Background: an optimization exercise with open tools, aiming at small area, a short achievable clock period and few clock cycles per item. Do not read the settings as production practice.
At most, simulation tests tie the RTL to the original design; equivalence was not proved.
No activity file was given, so power comes from the tool's default toggle rates.

## v4
==> module cptv_decoder, before the edit <==
module cptv_decoder (
    input  wire        clk,
    input  wire        rst,           
    input  wire        cmd_valid,
    output wire        cmd_ready,
    input  wire [4:0]  cmd_width,     
    input  wire [15:0] cmd_count,     
    input  wire        cmd_hist,      
    output reg         cmd_err,       
    input  wire        in_valid,
    output wire        in_ready,
    input  wire [31:0] in_data,
    input  wire        h_valid,
    output wire        h_ready,
    input  wire [15:0] h_data,
    output reg         out_valid,
    input  wire        out_ready,
    output reg  [15:0] out_data,
    output reg         out_last
);
    reg        idle;          
    reg        chk;           
    reg        dec;           
    reg        hist;
    reg [3:0]  wm1;           
    reg [15:0] sl;            
    reg        last_q;        
    reg        last2_q;       
    reg [15:0] hq0, hq1, hq2, hq3;    
    reg [2:0]  hc;                    
    reg [3:0]  q;             
    reg [4:0]  e;             
    reg [1:0]  k2;            
    reg [4:0]  eb;            
    reg [1:0]  k2b;
    reg        in_rdy;
    reg [15:0] rr;            
    reg        r_valid, r_last;
    reg [15:0] acc;           
    reg        a_valid, a_last;
    reg [15:0] hb;            
    reg        hbv;
    reg        h_rdy;
    reg        sk_valid;      
    reg [15:0] sk_data;
    reg        sk_last;
    assign cmd_ready = idle;
    assign in_ready  = in_rdy;
    assign h_ready   = h_rdy;
    wire cmd_ok   = (cmd_width != 5'd0) && (!cmd_width[4] || cmd_width[3:0] == 4'd0) &&
                    (cmd_count != 16'd0);
    wire cmd_fire = cmd_valid && idle;
    wire have = (hc != 3'd0) && (!e[4] || hc[2] || hc[1]);
    wire s2 = a_valid && (!hist || hbv) && !sk_valid;   
    wire s1 = r_valid && (!a_valid || s2);              
    wire s0 = dec && have && (!r_valid || s1);          
    wire [30:0] cat  = {hq0, hq1[15:1]};                
    wire [45:0] catx = {15'd0, cat} << e;
    wire [15:0] raw  = catx[45:30];                     
    wire        sign = hq0[~q];                         
    reg  [15:0] resid;
    integer j;
    always @(*)
        for (j = 0; j < 16; j = j + 1)
            resid[j] = (j <= wm1) ? raw[j] : sign;
    wire [15:0] sample = acc + hb;
    wire out_free = !out_valid || out_ready;
    wire       pop_q = (e >= 5'd15);                   
    wire       pop   = s0 && pop_q;
    wire       lastc = s0 && last_q;
    wire       sl_is3 = (sl == 16'd3);
    wire [4:0] ea   = chk ? {1'b0, wm1} : eb;
    wire       pa   = (ea >= 5'd15);
    wire [5:0] u    = {1'b0, ea} + {2'b0, wm1} + 6'd1;             
    wire [4:0] e1   = pa ? u[4:0] - 5'd16 : u[4:0];
    wire [6:0] v    = {2'b0, ea} + {2'b0, wm1, 1'b0} + 7'd2;       
    wire [6:0] v1   = pa ? v - 7'd16 : v;                          
    wire [1:0] k21  = v1[5:4];
    wire       push = in_valid && in_rdy;
    wire [2:0] hcp  = hc - {2'b0, pop};                 
    wire       dec_n  = dec && !lastc;
    wire [2:0] hc_0   = lastc ? 3'd0 : hcp;               
    wire [2:0] hc_1   = lastc ? 3'd0 : hcp + 3'd2;        
    wire [1:0] reach_s = last2_q ? {1'b0, eb[4]} : k2b;    
    wire [1:0] reach_h = last_q  ? {1'b0, e[4]}  : k2;     
    wire [2:0] hc_s    = hc - {2'b0, pop_q};
    wire in_rdy_s0 = dec && !last_q && (hc_s <= {1'b0, reach_s});
    wire in_rdy_s1 = dec && !last_q && (hc_s + 3'd2 <= {1'b0, reach_s});
    wire in_rdy_h0 = dec && (hc <= {1'b0, reach_h});
    wire in_rdy_h1 = dec && (hc + 3'd2 <= {1'b0, reach_h});
    wire in_rdy_n = s0 ? (push ? in_rdy_s1 : in_rdy_s0) : (push ? in_rdy_h1 : in_rdy_h0);
    wire r_valid_n = s0 || (r_valid && !s1);
    wire a_valid_n = s1 || (a_valid && !s2);
    wire hbv_n     = (h_valid && h_rdy) || (hbv && !(s2 && hist));
    wire sk_valid_n = sk_valid ? !out_free : (s2 && !out_free);
    wire owed_a   = a_valid_n || r_valid_n || dec_n;     
    wire owed_b   = r_valid_n || dec_n;                   
    wire h_rdy_n  = hist &&
                    (hbv_n ? (a_valid_n && !sk_valid_n && owed_b) : owed_a);
    always @(posedge clk) begin
        if (rst) begin
            idle      <= 1'b1;
            chk       <= 1'b0;
            dec       <= 1'b0;
            hc        <= 3'd0;
            in_rdy    <= 1'b0;
            r_valid   <= 1'b0;
            a_valid   <= 1'b0;
            hbv       <= 1'b0;
            h_rdy     <= 1'b0;
            sk_valid  <= 1'b0;
            out_valid <= 1'b0;
            cmd_err   <= 1'b0;
        end else begin
            cmd_err   <= cmd_fire && !cmd_ok;
            chk       <= cmd_fire;
            hc        <= push ? hc_1 : hc_0;
            r_valid   <= r_valid_n;
            a_valid   <= a_valid_n;
            hbv       <= hbv_n;
            sk_valid  <= sk_valid_n;
            if (idle) begin
                idle   <= !cmd_valid;
                in_rdy <= 1'b0;
                h_rdy  <= 1'b0;
            end else if (chk) begin
                idle   <= cmd_err;
                dec    <= !cmd_err;
                in_rdy <= !cmd_err;
                h_rdy  <= !cmd_err && hist;
            end else begin
                idle   <= s2 && a_last;
                dec    <= dec_n;
                in_rdy <= in_rdy_n;
                h_rdy  <= h_rdy_n;
            end
            if (out_free)
                out_valid <= sk_valid || s2;
        end
    end
    always @(posedge clk) begin
        if (cmd_fire) begin
            hist   <= cmd_hist;
            wm1    <= cmd_width[3:0] - 4'd1;
            sl     <= cmd_count;
            last_q <= (cmd_count == 16'd1);
            last2_q <= (cmd_count == 16'd2);
        end else if (s0) begin
            sl     <= sl - 16'd1;
            last_q <= last2_q;
            last2_q <= sl_is3;
        end
        if (chk) begin
            q     <= 4'd0;
            e     <= {1'b0, wm1};
            k2    <= {1'b0, wm1[3]};                    
        end else if (s0) begin
            q     <= e[3:0] + 4'd1;
            e     <= eb;
            k2    <= k2b;
        end
        if (chk || s0) begin
            eb    <= e1;
            k2b   <= k21;
        end
        if (pop || hc == 3'd0)
            hq0 <= (hc >= 3'd2) ? hq1 : in_data[31:16];
        if (pop || hc <= 3'd1)
            hq1 <= (hc >= 3'd3) ? hq2 :
                   (hc == 3'd2 || (hc == 3'd1 && !pop)) ? in_data[31:16] : in_data[15:0];
        if (pop || hc <= 3'd2)
            hq2 <= (hc >= 3'd4) ? hq3 :
                   (hc == 3'd3 || (hc == 3'd2 && !pop)) ? in_data[31:16] : in_data[15:0];
        if (pop || hc <= 3'd3)
            hq3 <= in_data[15:0];
        if (s0) begin
            rr     <= resid;
            r_last <= last_q;
        end
        if (chk)
            acc <= 16'd0;
        else if (s1)
            acc <= acc + rr;
        if (s1)
            a_last <= r_last;
        if (!hbv || (s2 && hist))
            hb <= h_data & {16{hist}};
        if (out_free) begin
            if (sk_valid) begin
                out_data <= sk_data;
                out_last <= sk_last;
            end else begin
                out_data <= sample;
                out_last <= a_last;
            end
        end else if (!sk_valid) begin
            sk_data <= sample;
            sk_last <= a_last;
        end
    end
endmodule
clock: 7.0 ns
lec_check: 0
cap_margin: 20
core_margin: 2
core_utilization: 40
cts_cluster_diameter: 80
cts_cluster_size: 40
setup_slack_margin: 4.47
slew_margin: 20
standard.sh (not shown) runs the stock make flow with config.mk's settings and CLKGATE_MAP_FILE= SYNTH_SCRIPT=/design/flow/synth_recipe.tcl, a recipe that flattens the netlist after the stock synthesis.
==> flow/flow/run.sh <==
#!/bin/bash
# The standard layout (the standard.sh, all steps), with the port
# buffers that global placement inserts made sky130_fd_sc_hd__buf_1 cells
# instead of the flow's default choice.  Every port still gets its buffer.
set -e
export BUFFER_PORTS_ARGS="-buffer_cell sky130_fd_sc_hd__buf_1"
bash standard.sh > standard.log 2>&1
The flow did not stop early for v4: all stages ran, and the layout cleared the timing, DRC and antenna checks.
## Diff of input files: v36 against v4
--- a/flow/design.v
+++ b/flow/design.v
@@ -27,15 +27,14 @@
     reg        last_q;        
     reg        last2_q;       
     reg [15:0] hq0, hq1, hq2, hq3;    
     reg [2:0]  hc;                    
     reg [3:0]  q;             
     reg [4:0]  e;             
+    reg        pop_q;         
     reg [1:0]  k2;            
-    reg [4:0]  eb;            
-    reg [1:0]  k2b;
     reg        in_rdy;
     reg [15:0] rr;            
     reg        r_valid, r_last;
     reg [15:0] acc;           
     reg        a_valid, a_last;
     reg [15:0] hb;            
@@ -62,29 +61,29 @@
     integer j;
     always @(*)
         for (j = 0; j < 16; j = j + 1)
             resid[j] = (j <= wm1) ? raw[j] : sign;
     wire [15:0] sample = acc + hb;
     wire out_free = !out_valid || out_ready;
-    wire       pop_q = (e >= 5'd15);                   
     wire       pop   = s0 && pop_q;
     wire       lastc = s0 && last_q;
     wire       sl_is3 = (sl == 16'd3);
-    wire [4:0] ea   = chk ? {1'b0, wm1} : eb;
-    wire       pa   = (ea >= 5'd15);
+    wire [4:0] ea   = e;
+    wire       pa   = pop_q;
     wire [5:0] u    = {1'b0, ea} + {2'b0, wm1} + 6'd1;             
     wire [4:0] e1   = pa ? u[4:0] - 5'd16 : u[4:0];
     wire [6:0] v    = {2'b0, ea} + {2'b0, wm1, 1'b0} + 7'd2;       
     wire [6:0] v1   = pa ? v - 7'd16 : v;                          
     wire [1:0] k21  = v1[5:4];
+    wire       pop1 = (e1 >= 5'd15);
     wire       push = in_valid && in_rdy;
     wire [2:0] hcp  = hc - {2'b0, pop};                 
     wire       dec_n  = dec && !lastc;
     wire [2:0] hc_0   = lastc ? 3'd0 : hcp;               
     wire [2:0] hc_1   = lastc ? 3'd0 : hcp + 3'd2;        
-    wire [1:0] reach_s = last2_q ? {1'b0, eb[4]} : k2b;    
+    wire [1:0] reach_s = last2_q ? {1'b0, e1[4]} : k21;    
     wire [1:0] reach_h = last_q  ? {1'b0, e[4]}  : k2;     
     wire [2:0] hc_s    = hc - {2'b0, pop_q};
     wire in_rdy_s0 = dec && !last_q && (hc_s <= {1'b0, reach_s});
     wire in_rdy_s1 = dec && !last_q && (hc_s + 3'd2 <= {1'b0, reach_s});
     wire in_rdy_h0 = dec && (hc <= {1'b0, reach_h});
     wire in_rdy_h1 = dec && (hc + 3'd2 <= {1'b0, reach_h});
@@ -150,21 +149,19 @@
             last_q <= last2_q;
             last2_q <= sl_is3;
         end
         if (chk) begin
             q     <= 4'd0;
             e     <= {1'b0, wm1};
+            pop_q <= (wm1 == 4'd15);
             k2    <= {1'b0, wm1[3]};                    
         end else if (s0) begin
             q     <= e[3:0] + 4'd1;
-            e     <= eb;
-            k2    <= k2b;
-        end
-        if (chk || s0) begin
-            eb    <= e1;
-            k2b   <= k21;
+            e     <= e1;
+            pop_q <= pop1;
+            k2    <= k21;
         end
         if (pop || hc == 3'd0)
             hq0 <= (hc >= 3'd2) ? hq1 : in_data[31:16];
         if (pop || hc <= 3'd1)
             hq1 <= (hc >= 3'd3) ? hq2 :
                    (hc == 3'd2 || (hc == 3'd1 && !pop)) ? in_data[31:16] : in_data[15:0];
==> comparison <==
The final layout from v36, which completed every stage, passed the timing, DRC and antenna checks at the end of the flow.
[compare] base=v4 new=v36: required time of the worst setup path lower; number of global-route vias before repair higher; xor and xnor area share after synthesis lower.
Taking v4 as the reference, in v36 count of clock-buffer cells in the layout went up by 5, routed wire length went up by 1200 um, proportion of cell area spent on the clock network went up by 1.2 points, worst-margin pin slew went down by 0.049 ns, critical path depth went up by 1.
No functional check of the RTL was part of any run of this note.


before:
Another version of the RTL of cptv_decoder (not shown whole).
Size in the first run: ~1100 cells after synthesis, about 12000 µm² of cells after synthesis.
Design cptv_decoder, start of the top module:
module cptv_decoder (
    input  wire        clk,
    input  wire        rst,           
    input  wire        cmd_valid,
    output wire        cmd_ready,
    input  wire [4:0]  cmd_width,     
    input  wire [15:0] cmd_count,     
    input  wire        cmd_hist,      
    output reg         cmd_err,       
    input  wire        in_valid,
    output wire        in_ready,
    input  wire [31:0] in_data,
    input  wire        h_valid,
    output wire        h_ready,
    input  wire [15:0] h_data,
    output reg         out_valid,
    input  wire        out_ready,
    output reg  [15:0] out_data,
    output reg         out_last
);
export LEC_CHECK = 0
export CAP_MARGIN = 20
export CORE_MARGIN = 2
export CORE_UTILIZATION = 40
export CTS_CLUSTER_DIAMETER = 80
export CTS_CLUSTER_SIZE = 40
export SETUP_SLACK_MARGIN = 4.47
export SLEW_MARGIN = 20
create_clock -name core_clock -period 7.0 [get_ports {clk}]
Scripts as last shown in full above: flow/flow/run.sh
Testbench counts of before, summed over its fixed seeds: cycles 246,500, samples 246,004.
Setup changes, before to after
-- flow/design.v --
<<< before, line 142
    end
    always @(posedge clk) begin
        if (cmd_fire) begin
            hist   <= cmd_hist;
            wm1    <= cmd_width[3:0] - 4'd1;
>>> after, line 142
    end
    always @(posedge clk) begin
        if (idle) begin
            hist   <= cmd_hist;
            wm1    <= cmd_width[3:0] - 4'd1;
### Flow results
NOTE first-iteration DRC count before->after increased by more than 10%
| net switching power figure | after vs before | about 20% higher |
Compared with before, length of routed met2 wiring in after increased by a little under 10%.
Summary of after over before: endpoint required time on the critical path moved up; synthesized cell count moved up; routed wire length moved up.
| global-route usage | lower: before |
Sort before and after by number of vias per cell, descending, and after comes first.
Cmp before and after / layout multi-input combinational cell count / lower: before
Post-cts sizing count, before and after, lower one = before.
Status | before and after | clean
Average footprint of a synthesized cell, before and after: lower on after
| shortest period the worst path allows | after vs before | 0.051 ns higher |
Re setup slack: before and after aren't equal, and the lower value belongs to after.
Looking at slowest cell on the critical path, the sky130_fd_sc_hd__or4_4 result is from after; the sky130_fd_sc_hd__dfxtp_4 one comes from before.
Compare before and after | clock skew lower: before
For after, only the layout was checked, not whether the RTL still works.


The RTL this note starts from:
==> flow/design.v <==
module cptv_decoder (
    input  wire        clk,
    input  wire        rst,           
    input  wire        cmd_valid,
    output wire        cmd_ready,
    input  wire [4:0]  cmd_width,     
    input  wire [15:0] cmd_count,     
    input  wire        cmd_hist,      
    output reg         cmd_err,       
    input  wire        in_valid,
    output wire        in_ready,
    input  wire [31:0] in_data,
    input  wire        h_valid,
    output wire        h_ready,
    input  wire [15:0] h_data,
    output reg         out_valid,
    input  wire        out_ready,
    output reg  [15:0] out_data,
    output reg         out_last
);
    reg        idle;          
    reg        chk;           
    reg        dec;           
    reg        hist;
    reg [3:0]  wm1;           
    reg [15:0] sl;            
    reg        last_q;        
    reg [15:0] hq0, hq1, hq2, hq3;    
    reg [2:0]  hc;                    
    reg [3:0]  q;             
    reg [4:0]  e;             
    reg        pop_q;         
    reg [1:0]  k2;            
    reg [4:0]  eb;            
    reg        popb;
    reg [1:0]  k2b;
    reg        in_rdy;
    reg [15:0] rr;            
    reg        r_valid, r_last;
    reg [15:0] acc;           
    reg        a_valid, a_last;
    reg [15:0] hb;            
    reg        hbv;
    reg        h_rdy;
    reg        sk_valid;      
    reg [15:0] sk_data;
    reg        sk_last;
    assign cmd_ready = idle;
    assign in_ready  = in_rdy;
    assign h_ready   = h_rdy;
    wire cmd_ok   = (cmd_width != 5'd0) && (!cmd_width[4] || cmd_width[3:0] == 4'd0) &&
                    (cmd_count != 16'd0);
    wire cmd_fire = cmd_valid && idle;
    wire have = (hc != 3'd0) && (!e[4] || hc[2] || hc[1]);
    wire s2 = a_valid && (!hist || hbv) && !sk_valid;   
    wire s1 = r_valid && (!a_valid || s2);              
    wire s0 = dec && have && (!r_valid || s1);          
    wire [30:0] cat  = {hq0, hq1[15:1]};                
    wire [45:0] catx = {15'd0, cat} << e;
    wire [15:0] raw  = catx[45:30];                     
    wire        sign = hq0[~q];                         
    reg  [15:0] resid;
    integer j;
    always @(*)
        for (j = 0; j < 16; j = j + 1)
            resid[j] = (j <= wm1) ? raw[j] : sign;
    wire [15:0] sample = acc + hb;
    wire out_free = !out_valid || out_ready;
    wire       pop   = s0 && pop_q;
    wire       lastc = s0 && last_q;
    wire       sl_is2 = (sl == 16'd2);
    wire [4:0] ea   = chk ? {1'b0, wm1} : eb;
    wire       pa   = chk ? (wm1 == 4'd15) : popb;
    wire [5:0] u    = {1'b0, ea} + {2'b0, wm1} + 6'd1;             
    wire [4:0] e1   = pa ? u[4:0] - 5'd16 : u[4:0];
    wire [6:0] v    = {2'b0, ea} + {2'b0, wm1, 1'b0} + 7'd2;       
    wire [6:0] v1   = pa ? v - 7'd16 : v;                          
    wire [1:0] k21  = v1[5:4];
    wire       pop1 = (e1 >= 5'd15);
    wire       push = in_valid && in_rdy;
    wire [2:0] hcp  = hc - {2'b0, pop};                 
    wire [2:0] hc_n = lastc ? 3'd0 : hcp + {1'b0, push, 1'b0};
    wire       dec_n  = dec && !lastc;
    wire [4:0] e_n    = s0 ? eb : e;
    wire [1:0] k2_n   = s0 ? k2b : k2;
    wire       last_n = s0 ? sl_is2 : last_q;
    wire [1:0] reach  = last_n ? {1'b0, e_n[4]} : k2_n;    
    wire in_rdy_n = dec_n && (hc_n <= {1'b0, reach});
    wire r_valid_n = s0 || (r_valid && !s1);
    wire a_valid_n = s1 || (a_valid && !s2);
    wire hbv_n     = (h_valid && h_rdy) || (hbv && !(s2 && hist));
    wire sk_valid_n = sk_valid ? !out_free : (s2 && !out_free);
    wire owed_a   = a_valid_n || r_valid_n || dec_n;     
    wire owed_b   = r_valid_n || dec_n;                   
    wire h_rdy_n  = hist &&
                    (hbv_n ? (a_valid_n && !sk_valid_n && owed_b) : owed_a);
    always @(posedge clk) begin
        if (rst) begin
            idle      <= 1'b1;
            chk       <= 1'b0;
            dec       <= 1'b0;
            hc        <= 3'd0;
            in_rdy    <= 1'b0;
            r_valid   <= 1'b0;
            a_valid   <= 1'b0;
            hbv       <= 1'b0;
            h_rdy     <= 1'b0;
            sk_valid  <= 1'b0;
            out_valid <= 1'b0;
            cmd_err   <= 1'b0;
        end else begin
            cmd_err   <= cmd_fire && !cmd_ok;
            chk       <= cmd_fire;
            hc        <= hc_n;
            r_valid   <= r_valid_n;
            a_valid   <= a_valid_n;
            hbv       <= hbv_n;
            sk_valid  <= sk_valid_n;
            if (idle) begin
                idle   <= !cmd_valid;
                in_rdy <= 1'b0;
                h_rdy  <= 1'b0;
            end else if (chk) begin
                idle   <= cmd_err;
                dec    <= !cmd_err;
                in_rdy <= !cmd_err;
                h_rdy  <= !cmd_err && hist;
            end else begin
                idle   <= s2 && a_last;
                dec    <= dec_n;
                in_rdy <= in_rdy_n;
                h_rdy  <= h_rdy_n;
            end
            if (out_free)
                out_valid <= sk_valid || s2;
        end
    end
    always @(posedge clk) begin
        if (cmd_fire) begin
            hist   <= cmd_hist;
            wm1    <= cmd_width[3:0] - 4'd1;
            sl     <= cmd_count;
            last_q <= (cmd_count == 16'd1);
        end else if (s0) begin
            sl     <= sl - 16'd1;
            last_q <= sl_is2;
        end
        if (chk) begin
            q     <= 4'd0;
            e     <= {1'b0, wm1};
            pop_q <= (wm1 == 4'd15);
            k2    <= {1'b0, wm1[3]};                    
        end else if (s0) begin
            q     <= e[3:0] + 4'd1;
            e     <= eb;
            pop_q <= popb;
            k2    <= k2b;
        end
        if (chk || s0) begin
            eb    <= e1;
            popb  <= pop1;
            k2b   <= k21;
        end
        if (pop || hc == 3'd0)
            hq0 <= (hcp != 3'd0) ? hq1 : in_data[31:16];
        if (pop || hc <= 3'd1)
            hq1 <= (hcp >= 3'd2) ? hq2 : (hcp == 3'd1) ? in_data[31:16] : in_data[15:0];
        if (pop || hc <= 3'd2)
            hq2 <= (hcp >= 3'd3) ? hq3 : (hcp == 3'd2) ? in_data[31:16] : in_data[15:0];
        if (pop || hc <= 3'd3)
            hq3 <= in_data[15:0];
        if (s0) begin
            rr     <= resid;
            r_last <= last_q;
        end
        if (chk)
            acc <= 16'd0;
        else if (s1)
            acc <= acc + rr;
        if (s1)
            a_last <= r_last;
        if (!hbv || (s2 && hist))
            hb <= h_data & {16{hist}};
        if (out_free) begin
            if (sk_valid) begin
                out_data <= sk_data;
                out_last <= sk_last;
            end else begin
                out_data <= sample;
                out_last <= a_last;
            end
        end else if (!sk_valid) begin
            sk_data <= sample;
            sk_last <= a_last;
        end
    end
endmodule
export LEC_CHECK = 0
export CAP_MARGIN = 20
export CORE_MARGIN = 2
export CORE_UTILIZATION = 40
export SETUP_SLACK_MARGIN = 4.4
export SLEW_MARGIN = 20
create_clock -name core_clock -period 7.0 [get_ports {clk}]
run.sh (not shown) runs the stock make flow with config.mk's settings and CLKGATE_MAP_FILE= SYNTH_SCRIPT=/design/flow/synth_recipe.tcl, a recipe that flattens the netlist after the stock synthesis.
Stock flow here: none of the scripts above is used.
Rerun with:
--- a/flow/design.v
+++ b/flow/design.v
@@ -78,15 +78,18 @@
     wire [1:0] k21  = v1[5:4];
     wire       pop1 = (e1 >= 5'd15);
     wire       push = in_valid && in_rdy;
     wire [2:0] hcp  = hc - {2'b0, pop};                 
-    wire [2:0] hc_n = lastc ? 3'd0 : hcp + {1'b0, push, 1'b0};
     wire       dec_n  = dec && !lastc;
     wire [4:0] e_n    = s0 ? eb : e;
     wire [1:0] k2_n   = s0 ? k2b : k2;
     wire       last_n = s0 ? sl_is2 : last_q;
     wire [1:0] reach  = last_n ? {1'b0, e_n[4]} : k2_n;    
-    wire in_rdy_n = dec_n && (hc_n <= {1'b0, reach});
+    wire [2:0] hc_0   = lastc ? 3'd0 : hcp;               
+    wire [2:0] hc_1   = lastc ? 3'd0 : hcp + 3'd2;        
+    wire in_rdy_0 = dec_n && (hc_0 <= {1'b0, reach});
+    wire in_rdy_1 = dec_n && (hc_1 <= {1'b0, reach});
+    wire in_rdy_n = push ? in_rdy_1 : in_rdy_0;
     wire r_valid_n = s0 || (r_valid && !s1);
     wire a_valid_n = s1 || (a_valid && !s2);
     wire hbv_n     = (h_valid && h_rdy) || (hbv && !(s2 && hist));
     wire sk_valid_n = sk_valid ? !out_free : (s2 && !out_free);
@@ -110,9 +113,9 @@
             cmd_err   <= 1'b0;
         end else begin
             cmd_err   <= cmd_fire && !cmd_ok;
             chk       <= cmd_fire;
-            hc        <= hc_n;
+            hc        <= push ? hc_1 : hc_0;
             r_valid   <= r_valid_n;
             a_valid   <= a_valid_n;
             hbv       <= hbv_n;
             sk_valid  <= sk_valid_n;
- The new run passed the timing, DRC and antenna checks
- via count rises slightly
- power rises slightly
- non-clock buffer count falls by 2
- combinational power rises by roughly a tenth
- wire length rises slightly
- cell count rises slightly
Function was not checked in any run of this note: the RTL went through the layout flow alone.

afterwards: timing with drivers on the ports:
No port has a modelled driver above. Below, the same layouts with a new extraction and two added sets of constraints.
Step 1, drivers: a clkbuf_16 drives clk and a buf_2 each remaining input, both assumed.
Step 2 moves the port delays by t, midway between the first and last clock arrival at a register: inputs arrive t later, outputs are due t later. That takes back most of the time a late clock gives input paths.
Slacks: ideal / step 1 / step 2; pairs: ideal / step 1.
run | t (ns) | slack for setup (ns) | pins driven straight from the clock port
v4 | 0.524 | 4.434 / 4.434 / 4.164 | 1
v36 | 0.496 | 3.827 / 3.827 / 3.827 | 1
before | 0.522 | 4.539 / 4.492 / 4.145 | 1
after | 0.541 | 4.488 / 4.468 / 4.359 | 1
the first run of note 3 | 0.579 | 4.323 / 4.324 / 3.767 | 1
the second run of note 3 | 0.572 | 4.111 / 4.111 / 3.930 | 1
After both steps every run listed still meets setup and hold. The setup slack of the first run of note 3, which loses most, moves by +0.001 ns with the drivers and by -0.556 ns with both steps.
